This is an optimization exercise on Yosys and OpenROAD, whose aim is small area, not a production implementation.
Where RTL was checked, it was by simulation tests only, not by an equivalence proof against the original.
Power figures rest on the tool's default switching activity, not on a simulated workload.

== the baseline ==
// ap2_core
module ap2_core (
    input  wire        clk,
    input  wire        rst,           
    input  wire        start,         
    input  wire [16:0] image_end,     
    output reg         mem_req,
    output reg         mem_we,
    output wire [15:0] mem_addr,
    output wire [15:0] mem_wdata,
    input  wire [15:0] mem_rdata,
    input  wire        mem_ready,
    output wire        done,          
    output wire [1:0]  stop_reason,   
    output wire [15:0] r0,
    output wire [15:0] r1,
    output wire [15:0] r2,
    output wire [15:0] r3,
    output wire [15:0] r4,
    output wire [15:0] r5,
    output wire [15:0] r6,
    output wire [15:0] r7,
    output wire [15:0] pc_out,
    output wire [15:0] sp_out,
    output wire        flag_c,
    output wire        flag_ov,
    output wire        flag_z,
    output wire        flag_s
);
    localparam [3:0] S_CLR   = 4'd0,
                     S_FETCH = 4'd1,
                     S_B     = 4'd4,     
                     S_M     = 4'd5,     
                     S_D     = 4'd6,     
                     S_P     = 4'd7,     
                     S_SHIFT = 4'd8,
                     S_MUL   = 4'd9,
  ...
clock: 10.0 ns
lec_check: 0
abc_area: 1
cap_margin: 20
core_margin: 2
core_utilization: 45
gpl_timing_driven: 0
slew_margin: 20
standard.sh (not shown) runs the stock make flow with config.mk's settings and CLKGATE_MAP_FILE= SYNTH_SCRIPT=/design/flow/synth_recipe.tcl, a recipe that flattens the netlist after the stock synthesis.
==> flow/flow/run.sh <==
#!/bin/bash
# Layout flow: the standard ORFS flow (standard.sh: the standard
# synthesis, floorplan, power grid, taps, placement, CTS and routing), with
# knobs that ORFS reads from the environment:
#  - port buffers use the smallest buffer cell (buffer_ports -buffer_cell)
#    instead of the 10 um2 delay buffer ORFS picks on its own; every input
#    and output port still gets its own buffer;
#  - CTS builds the clock tree from small clock buffers and adds no dummy
#    load cells.
# standard.sh's full output goes to standard_make.log here; each ORFS step
# keeps its own log under orfs/logs/.
set -euo pipefail
export BUFFER_PORTS_ARGS="-buffer_cell sky130_fd_sc_hd__buf_1"
export CTS_ARGS="-sink_clustering_enable -repair_clock_nets -dont_use_dummy_load -buf_list {sky130_fd_sc_hd__clkbuf_8} -sink_clustering_size 24 -sink_clustering_max_diameter 50"
bash standard.sh > standard_make.log 2>&1
### the baseline -> the candidate
--- a/flow/design.v
+++ b/flow/design.v
@@ -136,13 +136,13 @@
     end
     wire [16:0] bw;
     assign bw[0] = 1'b0;
     genvar gi;
     generate
         for (gi = 0; gi < 16; gi = gi + 1) begin : g_cmp
-            assign bw[gi+1] = (!S[gi] & image_end[gi]) | (!S[gi] & bw[gi]) | (image_end[gi] & bw[gi]);
+            assign bw[gi+1] = (!S[gi] && image_end[gi]) || (!(S[gi] ^ image_end[gi]) && bw[gi]);
         end
     endgenerate
     wire at_end = !image_end[16] && !bw[16];
     wire [3:0] o_inc = (o == 4'd8) ? 4'd0 :
                        {o[3] ^ (o[2] & o[1] & o[0]), o[2] ^ (o[1] & o[0]), o[1] ^ o[0], !o[0]};
     wire [3:0] c_inc = {c[3] ^ (c[2] & c[1] & c[0]), c[2] ^ (c[1] & c[0]), c[1] ^ c[0], !c[0]};
==> results.txt <==
The candidate was carried through to the last stage, and its layout satisfied the timing, DRC and antenna checks. Between the baseline and the candidate, the highest cell delay on the worst timing path is lower for the baseline. On xor/xnor share of the synthesized area, the baseline and the candidate are basically level. Going from the baseline to the candidate, routed wire length went up by 150 um, worst setup slack went up by 94 ps, final core utilization went up by 0.37 points, die height went up by 0.78 um. Re global-route usage: the baseline and the candidate aren't equal, and the lower value belongs to the baseline. Of the baseline and the candidate, the lower total power draw belongs to the baseline. Internal portion of total power: the candidate higher than the baseline. The first-pass GRT wire length in the candidate sits 0.86% above the value recorded for the baseline.
No functional check of the RTL was part of the candidate.

========
ap2_core, a different RTL version from the one above (not shown whole).
For scale: ~930 cells after synthesis, roughly 210 flip-flops, roughly 240 I/O pins, ~9900 um^2 of cells after synthesis.
export LEC_CHECK = 0
export ABC_AREA = 1
export CAP_MARGIN = 20
export CORE_MARGIN = 2
export CORE_UTILIZATION = 45
export GPL_TIMING_DRIVEN = 0
export SLEW_MARGIN = 20
create_clock -name core_clock -period 10.0 [get_ports {clk}]
Scripts as last shown in full above: flow/flow/run.sh
Change:
--- a/flow/design.v
+++ b/flow/design.v
@@ -236,15 +236,15 @@
                 xa  = 1'b0;
                 xb  = 1'b0;
                 yTL = left;
                 yTR = !left;
             end
             S_MUL: begin
-                xa  = U[15];
-                xb  = U[15];
-                yTL = !ir[4];
+                xa  = !ir[4] && U[15];
+                xb  = !ir[4] && U[15];
+                yTL = 1'b1;
             end
             S_D: begin                   
                 xa = 1'b0;
                 xb = 1'b0;
                 yT = 1'b1;
             end
@@ -369,13 +369,13 @@
                 if (!k_nz || is_rot || k == 5'd1)
                     st_n = S_D;
             end
             S_MUL: begin
                 t_en  = 1'b1;
                 k_dec = 1'b1;
-                if (k == 5'd1) begin
+                if (k == 5'd0) begin
                     fov_we = 1'b1;
                     st_n   = S_D;
                 end
             end
             S_D: begin
                 if (is_mov || is_ldr || is_pop || is_alu) begin
@@ -413,17 +413,17 @@
     end
     always @(posedge clk) begin
         if (rot)
             ring <= {wsel ? R : S, ring[143:16]};
         if (t_en)
             T <= R;
-        U <= (st == S_MUL) ? {U[14:0], U[15]} : T;
+        U <= {U[14:0], (st == S_MUL && !ir[4]) ? U[15] : T[15]};
         if (ir_ld)
             ir <= mem_rdata;
         else if (k_set)
-            ir[4:0] <= 5'd16;
+            ir[4:0] <= 5'd31;
         else if (k_dec)
             ir[4:0] <= k_dec_v;
         if (o_set)
             o <= 4'd8;
         else if (rot)
             o <= o_inc;
After rerunning: Cell count fell by 2.3%; clock power fell by 4.1%; critical path depth rose by 2; register-to-register slack gets worse by 60 ps; area after synthesis fell by 1.7%.

-- static timing again, ports no longer ideal --
Ports are ideal in the flow. The routed layouts listed here were re-timed in OpenROAD.
Step 1 (the two cells are an assumption about what drives the block):
set clk [get_ports {clk}]
set_driving_cell -lib_cell sky130_fd_sc_hd__clkbuf_16 $clk
set_driving_cell -lib_cell sky130_fd_sc_hd__buf_2 [delete_from_list [all_inputs] $clk]
Step 2 moves the port delays by t, midway between the first and last clock arrival at a register: inputs arrive t later, outputs are due t later. That takes back most of the time a late clock gives input paths.
Slacks: ideal / step 1 / step 2; pairs: ideal / step 1.
| run | shift t [ns] | setup WS [ns] | hold slack, ns | worst setup path after step 2 |
|---|---|---|---|---|
| the baseline | 0.583 | 0.323 / 0.323 / -0.003 | 0.421 / 0.421 / 0.421 | input to register |
| the candidate | 0.578 | 0.416 / 0.416 / 0.237 | 0.413 / 0.413 / 0.413 | input to register |
| the first run of note 2 | 0.582 | 0.415 / 0.415 / 0.238 | 0.407 / 0.407 / 0.407 | input to register |
| the second run of note 2 | 0.591 | 0.358 / 0.358 / 0.166 | 0.287 / 0.287 / 0.287 | input to register |
Met with ideal ports but missed after step 2: setup timing in the baseline. The setup slack of the baseline, which loses most, moves by 0.000 ns with the drivers and by -0.326 ns with both steps.
